Context: an optimization exercise on an open-source flow, tuned for small area, a short achievable clock period and few clock cycles per item. The choices shown serve that exercise and are no tape-out recipe. Function was checked by simulation only, so behaviour that the tests miss may differ from the original.

==> flow/design.v, too long to show whole: its modules and the start of the top module <==
// module b85_fa: 10 lines
// module b85_codec: 1100 lines
module b85_codec (
    input  wire        clk,
    input  wire        rst,         
    input  wire        in_valid,
    output wire        in_ready,
    input  wire        in_mode,     
    input  wire [39:0] in_data,
    output wire        out_valid,
    input  wire        out_ready,
    output wire [39:0] out_data,
    output wire [1:0]  out_err
);
  // ...
==> flow/flow/run.sh <==
#!/bin/bash
# Own layout flow: the standard layout (standard.sh) unchanged, except that the
# resizer's timing repair keeps a setup margin (so it also speeds up paths that already
# meet the 30 ns clock) and the ports get buf_2 buffers instead of the resizer's choice.
# The clock, the constraints and the synthesis are the standard ones.
set -euo pipefail
export SETUP_SLACK_MARGIN=23.0
export TNS_END_PERCENT=100
export BUFFER_PORTS_ARGS="-buffer_cell sky130_fd_sc_hd__buf_2"
bash standard.sh > standard.log 2>&1
==> flow/standard.sh <==
#!/bin/bash
# synth_recipe.tcl (not shown) runs the flow's synth.tcl, then flattens the netlist and writes it again
# the make line also repeats each setting of config.mk as NAME=value (left out here)
make -C /OpenROAD-flow-scripts/flow DESIGN_CONFIG=/design/flow/config.mk WORK_HOME=/design/flow/orfs CLKGATE_MAP_FILE= SYNTH_SCRIPT=/design/flow/synth_recipe.tcl "${@:-finish}"
==> flow/config.mk <==
export PLATFORM = sky130hd
export DESIGN_NAME = b85_codec
export DESIGN_NICKNAME = b85_codec
export VERILOG_FILES = /design/flow/design.v
export SDC_FILE = /design/flow/constraint.sdc
export NUM_CORES = 4
export LEC_CHECK = 0
export CAP_MARGIN = 20
export CORE_MARGIN = 2
export CORE_UTILIZATION = 65
export SLEW_MARGIN = 20
export SYNTH_HIERARCHICAL = 1
==> flow/constraint.sdc <==
create_clock -name core_clock -period 30.0 [get_ports {clk}]
set_input_delay 6.0000 -clock core_clock [delete_from_list [all_inputs] [get_ports {clk}]]
set_output_delay 6.0000 -clock core_clock [all_outputs]
set_load 0.01 [all_outputs]
==> notes.md, run 1 <==
outcome - no timing/DRC/antenna violations
CTS tree - yes
placed insts - 2102
#FFs+latches synth - 179
multi-input logic portion of the cell area - 0.636
initial core utilization - 0.663
hold-fix buffers at CTS - 0
Post-DRT Antenna Nets - 0
syn nets - 2192
storage element area - 4910 µm²
cell area after synthesis - 19100 µm²
fin. max-slew vios - 0
fraction of final layout cells sized beyond drive strength 1 - 0.126
Async S/R FF share, synth - 0
clock tree root driver cell - clkbuf_16
Syn-to-layout area delta - 9.16%
synth cell count leaders - fa_1 (312), inv_1 (218), ha_1 (184)
DR vias/cell - 5.81
RR Startpoint - ir_data[10]$_DFFE_PN_
Worst Skew - 11.8 ps
Hold Path Origin - o_v$_SDFF_PP0_
Max Fclk - 143 MHz
Register-to-Register Path Depth - 18
Tcrit/Tclk final - 0.233
Worst-Margin Slew - 981 ps
Critical-path top delay cell - edfxtp_1
grt ovf - 0
top cell class by occupied area - multi-input gates
Design Area, Final - 20900 µm²
YS warnings - 7
Synth top area share - 0.326
Non-clock inverters - 219
Clock transition at path regs - 70 ps
M1 WL - 18200 µm
Final #Nets - 2309
Testbench counts, summed over its fixed seeds: cycles 3,224, items 3,200.
==> inputs of run 2 (changes only) <==
--- a/flow/flow/run.sh
+++ b/flow/flow/run.sh
@@ -4,7 +4,7 @@
 # meet the 30 ns clock) and the ports get buf_2 buffers instead of the resizer's choice.
 # The clock, the constraints and the synthesis are the standard ones.
 set -euo pipefail
-export SETUP_SLACK_MARGIN=23.0
+export SETUP_SLACK_MARGIN=22.8
 export TNS_END_PERCENT=100
 export BUFFER_PORTS_ARGS="-buffer_cell sky130_fd_sc_hd__buf_2"
 bash standard.sh > standard.log 2>&1
==> run 2 against run 1 <==
Net effect: first-iteration DRC count is 4.3% lower; still clean on timing, DRC and antenna; non-clock buffer count decreased by 26; final area shrank 1.0%; final cell count is 1.2% lower; clock-buffer cell count stayed put; routed wire length down 0.43%; critical path type unchanged.
==> notes.md, run 2 <==
Critical-path top delay cell - edfxtp_1 (unchanged)
YS warnings - 7 (unchanged)
RSZ-0062 raised after global routing - no (was yes)
Async S/R FF share, synth - 0 (unchanged)
post-DP HPWL - 34200 µm (unchanged)
count leader, synth - fa_1 (unchanged)
outcome - no timing/DRC/antenna violations (unchanged)
clk buf depth - 2 (unchanged)
vias in the first global route - 13200 (about the same)
Detailed Route Iter0 Violations - 781 (was 816)
post-layout minimum cycle time - 6990 ps (about the same)
GRT Overall Usage - 0.296 (was 0.297)
TritonCTS Sinks - 179 (unchanged)
DRC - 0 (unchanged)
worst r2r dst - m_p[33]$_SDFFCE_PP1N_ (was m_p[15]$_DFFE_PN_)
setup slack after layout - 23010 ps (about the same)
Worst Hold Depth - 1 (unchanged)
Crit Path Category - reg -> out (unchanged)
clock latency on the worst-skew pair - 460 ps (about the same)
Num CTS Buffers - 17 (unchanged)
Ant. Diodes - 0 (unchanged)
CP bufs+invs - 1 (unchanged)
Tcrit/Tclk final - 0.233 (about the same)
Design Area, Final - 20700 µm² (was 20900 µm²)
Hold Crit Class - reg -> reg (unchanged)
Die W - 176 µm (unchanged)
RR Startpoint - ir_data[22]$_DFFE_PN_ (was ir_data[10]$_DFFE_PN_)
antenna violations before repair - 0 (unchanged)
DRT Wirelength - 42500 µm (was 42600 µm)
I/O pins - 89 (unchanged)
delay-heaviest family, CP - flip-flops (unchanged)
number of enable flip-flop cells after synthesis - 132 (unchanged)
TNS Setup - 0 ps (unchanged)
final setup fails - 0 (unchanged)
Final #Nets - 2283 (was 2309)
Largest Register - m_p (unchanged)
H-tree Lvls - 4 (unchanged)
Setup WS pre-CTS - 22760 ps (unchanged)
Worst-Margin Slew - 1010 ps (was 981 ps)
Die ar. - 30800 µm² (unchanged)
row count - 62 (unchanged)
clock tree root driver cell - clkbuf_16 (unchanged)
Crit. End Element - primary output (unchanged)
area leader, netlist - fa_1 (unchanged)
most common library cell in the layout ignoring fill and taps - fa_1 (unchanged)
Largest stage delay, worst path - 390 ps (about the same)
crit-path max FO - 1 (unchanged)
Netlist cell types - 73 (unchanged)
Die Y - 176 µm (unchanged)
Synth top area share - 0.326 (unchanged)
Synth area leaders - fa_1 (33%), edfxtp_1 (21%), ha_1 (12%) (unchanged)
fraction of final layout cells sized beyond drive strength 1 - 0.109 (was 0.126)
syn nets - 2192 (unchanged)
cell area after synthesis - 19100 µm² (unchanged)
syn avg cell area - 11.6 µm² (unchanged)
Maximum Capacitance Violations - 0 (unchanged)
r2r setup slk - 23200 ps (was 23270 ps)
Hold EP - rdy$_SDFF_PP1_ (unchanged)
Syn-to-layout area delta - 8.01% (was 9.16%)
via count - 12500 (was 12600)
synth cell count leaders - fa_1 (312), inv_1 (218), ha_1 (184) (unchanged)
DR vias/cell - 5.86 (was 5.81)
GPL Wtd Cong - 0.957 (unchanged)
first-pass iteration count of the detailed router - 5 (unchanged)
total core area - 28900 µm² (unchanged)
CTS tree - yes (unchanged)
Startpoint Class - register (unchanged)
Register-to-Register Path Depth - 17 (was 18)
fin. max-slew vios - 0 (unchanged)
Top FF cell, synth - edfxtp_1 (unchanged)
Hold Violations, Final - 0 (unchanged)
most frequent cells in the layout - fa_1 (312), inv_1 (217), ha_1 (184) (was fa_1 (312), inv_1 (214), ha_1 (184))
Worst Path Arrival - 990 ps (about the same)
worst-path cell chain - buf_2 (unchanged)
placed cell area - 20000 µm² (unchanged)
max reg flops - 48 (unchanged)
Hold Path Origin - o_v$_SDFF_PP0_ (unchanged)
Clock transition at path regs - 70 ps (about the same)
grt ovf - 0 (unchanged)
pin count of the biggest net entering global routing - 80 (unchanged)
#FFs+latches synth - 179 (unchanged)
WP data required - 24000 ps (about the same)
Max Fclk - 143 MHz (about the same)
I/O Buffers - 88 (unchanged)
Slew headroom - 0.321 (was 0.339)
initial core utilization - 0.663 (unchanged)
Worst Skew - 11.7 ps (was 11.8 ps)
Synth Instances - 1651 (unchanged)
drt wl/cell - 19.8 µm (was 19.7 µm)
first-pass GRT wire length - 69500 µm (about the same)
Post-DRT Antenna Nets - 0 (unchanged)
sequential fraction of the synthesis area - 0.256 (unchanged)
## run 2: cell counts after synthesis
Identical to the previous run, type by type.
## run 2: layout make-up
type / count / area (µm²)
sequential: 179 / 4910
fill: 2145 / 8180
clock buffer: 21 / 503
multi-input combinational: 1217 / 13300
clock inverter: 11 / 85.1
inverter: 219 / 826
tap: 384 / 480
timing repair buffer: 108 / 591
## run 2: modules after synthesis, one instance, submodules excluded
| module | flip-flops and latches | area (µm²) | times used | cells |
|---|---|---|---|---|
| b85_codec | 179 | 13700 | 1 | 1378 |
| b85_fa | 0 | 20.0 | 273 | 1 |
## run 2: worst max-delay path by stage
stage | endpoint | cells after the start | from | slack, ps
after CTS | out_data[3] | 1 | o_data[3]$_DFFE_PP_ | 22970
after global routing | o_data[31]$_DFFE_PP_ | 28 | m_p[10]$_DFFE_PN_ | 22820
after floorplan | o_data[0]$_DFFE_PP_ | 2 | out_ready | 23040
after detailed placement | o_data[32]$_DFFE_PP_ | 3 | out_ready | 22760
final | out_data[3] | 1 | o_data[3]$_DFFE_PP_ | 23010
after global placement | o_data[34]$_DFFE_PP_ | 3 | out_ready | 22760
## run 2: logic make-up after synthesis
group / count (synthesis) / share of synthesized area
adder cells (fa/ha/maj): 497 / 0.447
AO/OA/AOI/OAI: 330 / 0.110
buffers and inverters: 255 / 0.0510
AND/OR/NAND/NOR: 240 / 0.0625
flip-flops: 179 / 0.256
XOR/XNOR: 117 / 0.0543
multiplexers: 33 / 0.0188
## run 2: routing by layer
metal	GRT usage	vias to the layer above	share of wire
met4	0.0950	0	0.026
met5	0	-	0
met3	0.0446	76	0.055
li1	-	5819	-
met1	0.400	6235	0.43
met2	0.500	410	0.49
## run 2: timing repair
item                                    4_1_cts  5_1_grt
hold buffers                                  0        0
endpoints found under the setup margin        0        8
gates resized for setup                       0        3
setup buffers                                 0        5
## run 2: stage by stage
stage	utilization	cells	hold WS, ps
finish	0.717	2139	436
detailed placement	0.694	2102	427
global route	0.717	2139	461
floorplan	-	1651	417
CTS	0.715	2134	443
global placement	0.694	2102	409
==> inputs of run 3 (changes only) <==
--- a/flow/config.mk
+++ b/flow/config.mk
@@ -7,6 +7,6 @@
 export LEC_CHECK = 0
 export CAP_MARGIN = 20
 export CORE_MARGIN = 2
-export CORE_UTILIZATION = 65
+export CORE_UTILIZATION = 75
 export SLEW_MARGIN = 20
 export SYNTH_HIERARCHICAL = 1
==> run 3 against run 2 <==
Net effect: still clean on timing, DRC and antenna; first-iteration DRC count grew 41%; sequential cell count did not move; sequential share of layout area rose by 0.14 points; via count is 4.8% higher; hold slack worse by 2.7 ps; core utilization grew 10 points; routed wire length is 8.5% higher.
==> notes.md, run 3 <==
outcome - no timing/DRC/antenna violations (unchanged)
Detailed Route Iter0 Violations - 1098 (was 781)
Final #Nets - 2279 (was 2283)
#FFs+latches synth - 179 (unchanged)
I/O Buffers - 88 (unchanged)
Critical-path top delay cell - edfxtp_1 (unchanged)
fin. max-slew vios - 0 (unchanged)
post-layout minimum cycle time - 6980 ps (was 6990 ps)
clk buf depth - 2 (unchanged)
Largest stage delay, worst path - 390 ps (about the same)
antenna violations before repair - 0 (unchanged)
delay-heaviest family, CP - flip-flops (unchanged)
Syn-to-layout area delta - 7.37% (was 8.01%)
Worst Path Arrival - 980 ps (was 990 ps)
Clock transition at path regs - 70 ps (about the same)
most frequent cells in the layout - fa_1 (312), inv_1 (218), ha_1 (184) (was fa_1 (312), inv_1 (217), ha_1 (184))
syn nets - 2192 (unchanged)
Max Fclk - 143 MHz (about the same)
final setup fails - 0 (unchanged)
most common library cell in the layout ignoring fill and taps - fa_1 (unchanged)
GPL Wtd Cong - 0.986 (was 0.957)
cell area after synthesis - 19100 µm² (unchanged)
Async S/R FF share, synth - 0 (unchanged)
Hold Violations, Final - 0 (unchanged)
Startpoint Class - register (unchanged)
Synth top area share - 0.326 (unchanged)
sequential fraction of the synthesis area - 0.256 (unchanged)
pin count of the biggest net entering global routing - 80 (unchanged)
synth cell count leaders - fa_1 (312), inv_1 (218), ha_1 (184) (unchanged)
CP bufs+invs - 1 (unchanged)
YS warnings - 7 (unchanged)
TritonCTS Sinks - 179 (unchanged)
Worst Skew - 18.2 ps (was 11.7 ps)
count leader, synth - fa_1 (unchanged)
initial core utilization - 0.763 (was 0.663)
number of enable flip-flop cells after synthesis - 132 (unchanged)
area leader, netlist - fa_1 (unchanged)
TNS Setup - 0 ps (unchanged)
first-pass iteration count of the detailed router - 5 (unchanged)
Die W - 164 µm (was 176 µm)
worst-path cell chain - buf_2 (unchanged)
Worst-Margin Slew - 1230 ps (was 1010 ps)
Netlist cell types - 73 (unchanged)
Num CTS Buffers - 17 (unchanged)
drt wl/cell - 22.1 µm (was 19.8 µm)
Largest Register - m_p (unchanged)
DR vias/cell - 6.32 (was 5.86)
placed cell area - 20000 µm² (about the same)
GRT Overall Usage - 0.366 (was 0.296)
Top FF cell, synth - edfxtp_1 (unchanged)
Crit. End Element - primary output (unchanged)
total core area - 25100 µm² (was 28900 µm²)
I/O pins - 89 (unchanged)
H-tree Lvls - 4 (unchanged)
Synth area leaders - fa_1 (33%), edfxtp_1 (21%), ha_1 (12%) (unchanged)
WP data required - 24000 ps (about the same)
Synth Instances - 1651 (unchanged)
Crit Path Category - reg -> out (unchanged)
first-pass GRT wire length - 73300 µm (was 69500 µm)
post-DP HPWL - 35600 µm (was 34200 µm)
Die ar. - 26800 µm² (was 30800 µm²)
Ant. Diodes - 0 (unchanged)
clock latency on the worst-skew pair - 440 ps (was 460 ps)
Slew headroom - 0.170 (was 0.321)
via count - 13100 (was 12500)
Tcrit/Tclk final - 0.233 (about the same)
row count - 58 (was 62)
Die Y - 164 µm (was 176 µm)
DRC - 0 (unchanged)
grt ovf - 0 (unchanged)
fraction of final layout cells sized beyond drive strength 1 - 0.105 (was 0.109)
Maximum Capacitance Violations - 0 (unchanged)
clock tree root driver cell - clkbuf_16 (unchanged)
DRT Wirelength - 46000 µm (was 42500 µm)
vias in the first global route - 14000 (was 13200)
max reg flops - 48 (unchanged)
RSZ-0062 raised after global routing - no (unchanged)
CTS tree - yes (unchanged)
Design Area, Final - 20600 µm² (was 20700 µm²)
Post-DRT Antenna Nets - 0 (unchanged)
crit-path max FO - 1 (unchanged)
Hold Crit Class - reg -> reg (unchanged)
syn avg cell area - 11.6 µm² (unchanged)
-- run 3: cell types whose count changed in the layout (fill, tap and decap cells not counted), sizes merged --
cell / change
buf: -4
bufinv: +1
clkbuf: -2
clkinv: -1
clkinvlp: +1
-- run 3: final timing paths --
| check | startpoint | endpoint | slack [ps] | depth (start not counted) |
|---|---|---|---|---|
| hold / removal | o_v$_SDFF_PP0_ | rdy$_SDFF_PP1_ | 430 | 1 |
| hold reg to reg | o_v$_SDFF_PP0_ | rdy$_SDFF_PP1_ | 430 | 1 |
| setup / recovery | o_data[16]$_DFFE_PP_ | out_data[16] | 23020 | 1 |
| setup reg to reg | ir_data[18]$_DFFE_PN_ | m_p[15]$_DFFE_PN_ | 23050 | 18 |
-- run 3: metrics by stage --
step / hold slack, ps / setup slack [ps] / instances / util
2_1_floorplan: 417 / 23040 / 1651 / -
3_3_place_gp: 409 / 22790 / 2047 / 0.795
3_5_place_dp: 416 / 22770 / 2047 / 0.795
4_1_cts: 436 / 22960 / 2078 / 0.817
5_1_grt: 446 / 22800 / 2080 / 0.819
6_report: 434 / 23020 / 2080 / 0.819
-- run 3: per-layer routing --
layer  track usage  up-vias  wire [µm]
met1         0.456     6450      17200
li1              -     5812          -
met2         0.622      700      22700
met5             0        -          0
met3        0.0730      186       3830
met4         0.169        0       2280
-- run 3: final cells by class --
class / count / area (µm²)
multi-input cells: 1217 / 13300
flip-flops and latches: 179 / 4910
fillers: 1511 / 4550
inverters: 219 / 822
repair buffers: 104 / 561
clock buffers: 19 / 433
well taps: 330 / 413
clock inverters: 12 / 125
-- run 3: kinds of logic after synthesis --
| logic type | after synthesis | synth area share |
|---|---|---|
| simple gates | 240 | 0.0625 |
| mux | 33 | 0.0188 |
| compound gates | 330 | 0.110 |
| fa+ha+maj | 497 | 0.447 |
| xor+xnor | 117 | 0.0543 |
| flops | 179 | 0.256 |
| buf+inv | 255 | 0.0510 |
-- run 3: timing repair --
| item | 4_1_cts | 5_1_grt |
|---|---|---|
| endpoints found under the setup margin | 0 | 9 |
| gates resized for setup | 0 | 3 |
| hold endpoints to repair | 0 | 0 |
| buffers inserted | 0 | 2 |
| hold buffers | 0 | 0 |
-- run 3: Yosys stat by module, one instance, submodules excluded --
module / flip-flops and latches / cell area [µm²] / times used / cells
b85_codec: 179 / 13700 / 1 / 1378
b85_fa: 0 / 20.0 / 273 / 1
==> inputs of run 4 (changes only) <==
--- a/flow/config.mk
+++ b/flow/config.mk
@@ -7,6 +7,6 @@
 export LEC_CHECK = 0
 export CAP_MARGIN = 20
 export CORE_MARGIN = 2
-export CORE_UTILIZATION = 75
+export CORE_UTILIZATION = 70
 export SLEW_MARGIN = 20
 export SYNTH_HIERARCHICAL = 1
==> run 4 against run 3 <==
Net effect: setup slack better by 14 ps; first-iteration DRC count is 6.4% lower; critical path type unchanged; highest routed layer unchanged; still clean on timing, DRC and antenna; core utilization is 5.2 points lower; critical endpoint is now out_data[2]; clock-buffer cell count is 1 lower; clock skew is 9.7 ps higher.
==> notes.md, run 4 <==
Hold Slack - 433 ps (was 434 ps)
Crit. End Element - primary output (unchanged)
met3 WL - 2670 µm (was 3830 µm)
fin. max-slew vios - 0 (unchanged)
fin cells - 2089 (was 2080)
worst-path cell chain - buf_2 (unchanged)
Post-CTS Resized - 0 (unchanged)
Synth top area share - 0.326 (unchanged)
vias in the first global route - 13400 (was 14000)
grt ovf - 0 (unchanged)
worst r2r dst - m_p[25]$_DFFE_PN_ (was m_p[15]$_DFFE_PN_)
Crit. path cell count - 1 (unchanged)
I/O Buffers - 88 (unchanged)
Netlist cell types - 73 (unchanged)
DR vias/cell - 6.10 (was 6.32)
drt wl/cell - 20.5 µm (was 22.1 µm)
Hold Violations, Final - 0 (unchanged)
count leader, synth - fa_1 (unchanged)
Syn-to-layout area delta - 7.56% (was 7.37%)
Async S/R FF share, synth - 0 (unchanged)
Post-DRT Antenna Nets - 0 (unchanged)
antenna violations before repair - 0 (unchanged)
max reg flops - 48 (unchanged)
Critical-path top delay cell - edfxtp_1 (unchanged)
outcome - no timing/DRC/antenna violations (unchanged)
Final #Nets - 2276 (was 2279)
syn nets - 2192 (unchanged)
WP data required - 24000 ps (about the same)
first-pass iteration count of the detailed router - 5 (unchanged)
Fillers - 1808 (was 1511)
Hold Crit Class - reg -> reg (unchanged)
initial core utilization - 0.712 (was 0.763)
Tcrit/Tclk final - 0.232 (was 0.233)
fraction of final layout cells sized beyond drive strength 1 - 0.105 (about the same)
Detailed Route Iter0 Violations - 1028 (was 1098)
M1 WL - 17900 µm (was 17200 µm)
Die ar. - 28700 µm² (was 26800 µm²)
Synth Instances - 1651 (unchanged)
Worst Skew - 27.9 ps (was 18.2 ps)
hold-fix buffers at CTS - 0 (unchanged)
post-DP HPWL - 33800 µm (was 35600 µm)
Max Fclk - 144 MHz (was 143 MHz)
placed insts - 2057 (was 2047)
clk buf depth - 2 (unchanged)
Ant. Diodes - 0 (unchanged)
CTS tree - yes (unchanged)
Setup crit end - out_data[2] (was out_data[16])
crit-path max FO - 1 (unchanged)
number of enable flip-flop cells after synthesis - 132 (unchanged)
GRT Overall Usage - 0.317 (was 0.366)
most frequent cells in the layout - fa_1 (312), inv_1 (218), ha_1 (184) (unchanged)
pin count of the biggest net entering global routing - 80 (unchanged)
Largest Register - m_p (unchanged)
Crit Path Category - reg -> out (unchanged)
Clock transition at path regs - 80 ps (was 70 ps)
sequential fraction of the synthesis area - 0.256 (unchanged)
area leader, netlist - fa_1 (unchanged)
Maximum Capacitance Violations - 0 (unchanged)
Register-to-Register Path Depth - 16 (was 18)
GPL Wtd Cong - 0.949 (was 0.986)
delay-heaviest family, CP - flip-flops (unchanged)
row count - 60 (was 58)
syn avg cell area - 11.6 µm² (unchanged)
total core area - 26900 µm² (was 25100 µm²)
TNS Setup - 0 ps (unchanged)
Post-CTS Setup Inserts - 0 (unchanged)
DRC - 0 (unchanged)
most common library cell in the layout ignoring fill and taps - fa_1 (unchanged)
final setup fails - 0 (unchanged)
CP startpoint - o_data[2]$_DFFE_PP_ (was o_data[16]$_DFFE_PP_)
top sig layer - met4 (unchanged)
Die Y - 169 µm (was 164 µm)
RSZ-0062 raised after global routing - no (unchanged)
RR Startpoint - ir_data[22]$_DFFE_PN_ (was ir_data[18]$_DFFE_PN_)
#FFs+latches synth - 179 (unchanged)
I/O pins - 89 (unchanged)
Top FF cell, synth - edfxtp_1 (unchanged)
synth cell count leaders - fa_1 (312), inv_1 (218), ha_1 (184) (unchanged)
Largest stage delay, worst path - 370 ps (was 390 ps)
CP bufs+invs - 1 (unchanged)
H-tree Lvls - 4 (unchanged)
r2r setup slk - 23070 ps (was 23050 ps)
met2 WL - 20800 µm (was 22700 µm)
TritonCTS Sinks - 179 (unchanged)
first-pass GRT wire length - 69300 µm (was 73300 µm)
Worst Path Arrival - 960 ps (was 980 ps)
Synth area leaders - fa_1 (33%), edfxtp_1 (21%), ha_1 (12%) (unchanged)
clock tree root driver cell - clkbuf_16 (unchanged)
via count - 12700 (was 13100)
cell area after synthesis - 19100 µm² (unchanged)
Die W - 169 µm (was 164 µm)
Worst-Margin Slew - 1030 ps (was 1230 ps)
clock latency on the worst-skew pair - 460 ps (was 440 ps)
Num CTS Buffers - 17 (unchanged)
Slew headroom - 0.303 (was 0.170)
YS warnings - 7 (unchanged)
DRT Wirelength - 42800 µm (was 46000 µm)
post-layout minimum cycle time - 6960 ps (was 6980 ps)
Startpoint Class - register (unchanged)
run 4: per-stage QoR:
stage                util  instance area [µm²]  setup WS (ps)
global route        0.766                20600          22880
global placement    0.743                20000          22790
finish              0.766                20600          23040
floorplan               -                19100          23040
detailed placement  0.743                20000          22750
CTS                 0.765                20600          23010
run 4: cell type report:
type / instances / area (µm²) / area share
Timing Repair Buffer: 101 / 538 / 0.0261
Multi-Input combinational cell: 1217 / 13300 / 0.646
Tap cell: 341 / 427 / 0.0207
Sequential cell: 179 / 4910 / 0.238
Clock buffer: 18 / 450 / 0.0219
Clock inverter: 14 / 154 / 0.00747
Inverter: 219 / 822 / 0.0399
run 4: cell families after synthesis:
logic type / share of synthesized area
flip-flops: 0.256
AO/OA/AOI/OAI: 0.110
buffers and inverters: 0.0510
XOR/XNOR: 0.0543
AND/OR/NAND/NOR: 0.0625
multiplexers: 0.0188
adder cells (fa/ha/maj): 0.447
run 4: worst min path at each step:
stage	from	endpoint	slack [ps]	cells past startpoint
after floorplan	o2_err[1]$_DFF_P_	o2_err[1]$_DFF_P_	420	2
after global placement	o_v$_SDFF_PP0_	rdy$_SDFF_PP1_	410	1
after detailed placement	o_v$_SDFF_PP0_	rdy$_SDFF_PP1_	420	1
after CTS	o_v$_SDFF_PP0_	rdy$_SDFF_PP1_	440	1
after global routing	o_v$_SDFF_PP0_	rdy$_SDFF_PP1_	460	1
final	o_v$_SDFF_PP0_	rdy$_SDFF_PP1_	430	1
run 4: Yosys stat by module (local to each module, per instance):
module / cells / flops+latches
b85_codec: 1378 / 179
b85_fa: 1 / 0
run 4: routing by layer:
metal,up-vias,global-route usage
met5,-,0
met4,0,0.104
met3,110,0.0406
met2,509,0.544
met1,6313,0.427
li1,5811,-

what the ideal ports hide:
Ports are ideal in the flow. The routed layouts listed here were re-timed in OpenROAD. Step 1 sets driving cells, clkbuf_16 on the clock port and buf_2 on the other inputs (assumed; they add their load-dependent delay and slew). Step 2 adds t to the input delays and takes it off the output delays; t is the mean of the earliest and latest rising clock arrival at the registers after step 1. Input paths then give back, and output paths get back, about the clock's delay inside the block. Three values: ideal ports, drivers, drivers and shift; two values: the first two.
run | shift t [ns] | slack for setup (ns) | worst setup path after step 2
run 1 | 0.505 | 23.012 / 22.958 / 22.763 | input to register
run 2 | 0.504 | 23.013 / 22.959 / 22.764 | input to register
run 3 | 0.484 | 23.025 / 22.972 / 22.758 | input to register
run 4 | 0.493 | 23.038 / 22.990 / 22.771 | input to register
After both steps setup and hold are still met in every run listed.
